This design comes from an exercise in tuning for small area on the open sky130 flow, not from production work. In this exercise RTL edits were held to simulation tests only and were not proved equivalent to the original. Power and IR drop assume default switching activity.

Setup of the previous run:
## twms
module twms (
  input  logic        clk,
  input  logic        rst,           
  input  logic        cmd_valid,
  input  logic [1:0]  cmd_port,      
  input  logic [31:0] cmd_word,
  output logic        rsp_valid,
  output logic        rsp_ok,
  output logic [31:0] rsp_data,
  output logic [1:0]  bo0_cnt,       
  output logic [10:0] bo0_act0,
  output logic [10:0] bo0_act1,
  output logic [1:0]  bo1_cnt,       
  output logic [10:0] bo1_act0,
  output logic [10:0] bo1_act1,
  output logic        sleep_valid,   
  output logic [2:0]  sleep_level,
  output logic        pwr_asleep,    
  output logic [2:0]  pwr_level,
  output logic        halt,          
  output logic [2:0]  fcode,
  output logic [7:0]  finfo
);
  localparam logic [2:0] R_ZERO = 3'd0, R_XSTAT = 3'd1, R_BUFRD = 3'd2, R_EVPEND = 3'd3,
                         R_CDA = 3'd4, R_SLEEP = 3'd5, R_IRQSTAT = 3'd6, R_FSTAT = 3'd7;
  logic [1:0][2:0]  state_q;
  logic [1:0]       mode_q;
  logic [1:0][6:0]  paddr_q;
  logic [1:0][7:0]  raddr_q;
  logic [1:0][1:0]  rem_q;         
  logic [1:0][31:0] buf_q;
  logic [1:0][4:0]  evid_q;
  logic [1:0][2:0]  if_q;
  logic [1:0][2:0]  ien_q;
  logic [1:0][7:0]  rxdata_q;
  logic [31:0]      ev_q;
  logic [4:0][2:0]  vote_q;
  logic [1:0]       fcode_q;
  logic [5:0]       finfo_q;
  logic             asleep_q;
  logic [2:0]       plevel_q;
  logic             rsp_valid_q;
  logic [3:0]       rsp_code_q;
  logic             step_bus_q;
  logic             emit_q;
  logic halt_q;
  assign halt_q = fcode_q[1] | fcode_q[0];
  logic [1:0] avail;
  assign avail[0] = (state_q[0] == 3'd0);
  assign avail[1] = (state_q[1] == 3'd0);
  logic [16:0] op;
  logic [2:0]  reason;
  twms_decode u_decode (
    .port   (cmd_port),
    .w      (cmd_word),
    .halted (halt_q),
    .avail  (avail),
    .op     (op),
    .reason (reason)
  );
  logic ex;    
  assign ex = cmd_valid & (reason == 3'd0);
  logic [4:0] nz;
  logic [2:0] cda;
  always_comb begin
    for (int l = 0; l < 5; l++) nz[l] = (vote_q[l] != 3'd0);
    if (nz[0])      cda = 3'd0;
    else if (nz[1]) cda = 3'd1;
  ...
export LEC_CHECK = 0
export ABC_AREA = 1
export CAP_MARGIN = 20
export CORE_MARGIN = 2
export CORE_UTILIZATION = 40
export PLACE_DENSITY = 0.6
export SLEW_MARGIN = 20
create_clock -name core_clock -period 10.0 [get_ports {clk}]
standard.sh (not shown) runs the stock make flow with config.mk's settings and CLKGATE_MAP_FILE= SYNTH_SCRIPT=/design/flow/synth_recipe.tcl, a recipe that flattens the netlist after the stock synthesis.
==> flow/flow/run.sh <==
#!/bin/bash
# The standard layout (standard.sh) with two changes: the port buffers are
# the smallest buffer (buf_1), and the clock tree uses clkbuf_8 buffers with
# clusters of at most 14 sinks and no dummy loads.
set -euo pipefail
bash standard.sh \
  "BUFFER_PORTS_ARGS=-buffer_cell sky130_fd_sc_hd__buf_1" \
  "CTS_ARGS=-sink_clustering_enable -repair_clock_nets -dont_use_dummy_load -buf_list sky130_fd_sc_hd__clkbuf_8 -root_buf sky130_fd_sc_hd__clkbuf_8 -sink_clustering_size 14 -sink_clustering_max_diameter 60" \
  finish > standard.log 2>&1
Relative to the previous run, the following input files were edited for the current run:
--- a/flow/design.v
+++ b/flow/design.v
@@ -176,13 +176,13 @@
   logic [2:0] st, st_ext;
   logic [1:0] rem_b;       
   logic       last;        
   assign st      = state_q[b];
   assign st_ext  = (st == 3'd7) ? 3'd4 : st;
   assign rem_b   = rem_q[b];
-  assign last    = (rem_b == 2'd1);
+  assign last    = (rem_b == 2'd0);
   logic h_addr, h_reg, h_rst, h_rx, h_wr, h_stop, h_ok;
   assign h_addr = (st == 3'd1) & (k == 2'd0);
   assign h_reg  = (st == 3'd2) & (k == 2'd0);
   assign h_rst  = (st == 3'd3) & (k == 2'd0);
   assign h_rx   = ((st == 3'd3) | (st == 3'd5)) & (k == 2'd1);
   assign h_wr   = ((st == 3'd4) | (st == 3'd7)) & (k == 2'd0);
@@ -200,14 +200,33 @@
       3'd1:    vsel = vote_q[1];
       3'd2:    vsel = vote_q[2];
       3'd3:    vsel = vote_q[3];
       default: vsel = vote_q[4];
     endcase
   end
-  assign vnew = v_inc ? {vsel[1], vsel[0], ~vsel[2]} : {~vsel[0], vsel[2], vsel[1]};
-  assign v_fatal = (v_inc & vsel[2] & ~vsel[1]) | (v_dec & ~vsel[2] & ~vsel[0]);   
+  always_comb begin
+    case ({v_inc, vsel})
+      4'b1_000: vnew = 3'd1;
+      4'b1_001: vnew = 3'd2;
+      4'b1_010: vnew = 3'd3;
+      4'b1_011: vnew = 3'd4;
+      4'b1_100: vnew = 3'd5;
+      4'b1_101: vnew = 3'd6;
+      4'b1_110: vnew = 3'd7;
+      4'b1_111: vnew = 3'd0;
+      4'b0_000: vnew = 3'd7;
+      4'b0_001: vnew = 3'd0;
+      4'b0_010: vnew = 3'd1;
+      4'b0_011: vnew = 3'd2;
+      4'b0_100: vnew = 3'd3;
+      4'b0_101: vnew = 3'd4;
+      4'b0_110: vnew = 3'd5;
+      default:  vnew = 3'd6;
+    endcase
+  end
+  assign v_fatal = (v_inc & vsel[2] & vsel[0]) | (v_dec & (vsel == 3'd0));    
   logic fatal;
   assign fatal = v_fatal | (sub & ~h_ok);
   logic [1:0] fcode_new;
   logic [5:0] finfo_new;
   assign fcode_new = (sub & ~h_ok) ? 2'd1 : (v_inc ? 2'd3 : 2'd2);
   assign finfo_new = (sub & ~h_ok) ? {b, st_ext, k} : {3'b0, lvl};
@@ -224,13 +243,13 @@
   logic st_we, rem_we, xs, bw;
   logic [1:0] lane;
   assign xs     = ex & op[0];
   assign st_we  = xs | sub;
   assign rem_we = xs | (sub & (k[0] | (st[2] & ~k[1])));
   assign bw     = (ex & op[2]) | (sub & h_rx);
-  assign lane   = (cmd_valid & ~cmd_word[31]) ? cmd_word[25:24] : rem_b - 2'd1;
+  assign lane   = (cmd_valid & ~cmd_word[31]) ? cmd_word[25:24] : rem_b;
   logic       ev_we, ev_val;
   logic [4:0] ev_idx;
   assign ev_we  = (ex & (op[4] | op[5])) | (sub & h_stop);
   assign ev_idx = (cmd_valid & ~cmd_word[31]) ? cmd_word[4:0] : evid_q[b];
   assign ev_val = (cmd_valid & ~cmd_word[31]) ? cmd_word[28] : 1'b1;
   logic [3:0] rsp_code;
@@ -259,13 +278,15 @@
       if (rst | (ex & op[12] & (b == x[0]) & (cmd_word[23:22] == 2'd1))) rxdata_q[x] <= wdr;
     end
     for (int i = 0; i < 32; i++)
       if (rst | (ev_we & (ev_idx == i[4:0]))) ev_q[i] <= evr;
   end
   logic [1:0] rem_in;
-  assign rem_in = xs ? cmd_word[8:7] : {rem_b[1] ~^ rem_b[0], ~rem_b[0]};
+  logic [1:0] rem_pre;
+  assign rem_pre = xs ? cmd_word[8:7] : rem_b;
+  assign rem_in  = {rem_pre[1] ~^ rem_pre[0], ~rem_pre[0]};
   always_ff @(posedge clk) begin
     for (int x = 0; x < 2; x++) begin
       if (rst | (st_we & (b == x[0])))      state_q[x] <= st_new & {3{~rst}};
       if (rst | (xs & (b == x[0])))         mode_q[x]  <= cmd_word[25] & ~rst;
       if (rst | (rem_we & (b == x[0])))     rem_q[x]   <= rem_in & {2{~rst}};
       if (rst | (ex & op[13] & (b == x[0]))) ien_q[x]  <= cmd_word[2:0] | {3{rst}};
@@ -304,20 +325,20 @@
   assign so_ext = (so == 3'd7) ? 3'd4 : so;
   assign bsel   = buf_q[step_bus_q];
   logic [1:0] ro;
   assign ro = rem_q[step_bus_q];
   always_comb begin
     case (ro)
-      2'd0:    lane_o = bsel[7:0];
-      2'd1:    lane_o = bsel[15:8];
-      2'd2:    lane_o = bsel[23:16];
+      2'd3:    lane_o = bsel[7:0];
+      2'd0:    lane_o = bsel[15:8];
+      2'd1:    lane_o = bsel[23:16];
       default: lane_o = bsel[31:24];
     endcase
   end
   logic [2:0] rem_x;
-  assign rem_x = ((so == 3'd0) | (so == 3'd6)) ? 3'd0 : {ro == 2'd0, ro};
+  assign rem_x = ((so == 3'd0) | (so == 3'd6)) ? 3'd0 : {ro[1] & ro[0], ro[1] ^ ro[0], ~ro[0]};
   logic ok;
   logic [2:0] kind;
   assign ok   = rsp_code_q[3];
   assign kind = rsp_code_q[2:0];
   logic s_rs, s_xs, s_bu, s_ev, s_cd, s_iq, s_fs;
   assign s_rs = ~ok;
Notes after the runs:
In the reports for the previous run and the current run, the larger number of stages on the worst setup path belongs to the current run.
Compared with the previous run, in the current run area growth from synthesis to final layout now smaller; post-placement setup slack now smaller; routability congestion estimate now smaller; switching share of power now larger; cell area now larger.
Result for the previous run and the current run: all clean

## separate check: timing with driven ports
In the flow no input, the clock included, has a driving cell. The finished layouts below were timed again as built, in two steps. Step 1: set_driving_cell puts a clkbuf_16 on clk and a buf_2 on each other input, an assumption about the parent block. Step 2 moves the port delays by t, midway between the first and last clock arrival at a register: inputs arrive t later, outputs are due t later. That takes back most of the time a late clock gives input paths. a / b / c = ideal / step 1 / step 2; a / b = the first two.
run | t, ns | setup slack, ns | worst data-port slew with drivers (ns)
the previous run | 0.566 | 4.133 / 4.088 / 4.253 | 0.04
the current run | 0.566 | 4.389 / 4.344 / 4.006 | 0.05
After both steps setup and hold are still met in every run listed. The setup slack of the current run, which loses most, moves by -0.045 ns with the drivers and by -0.383 ns with both steps.
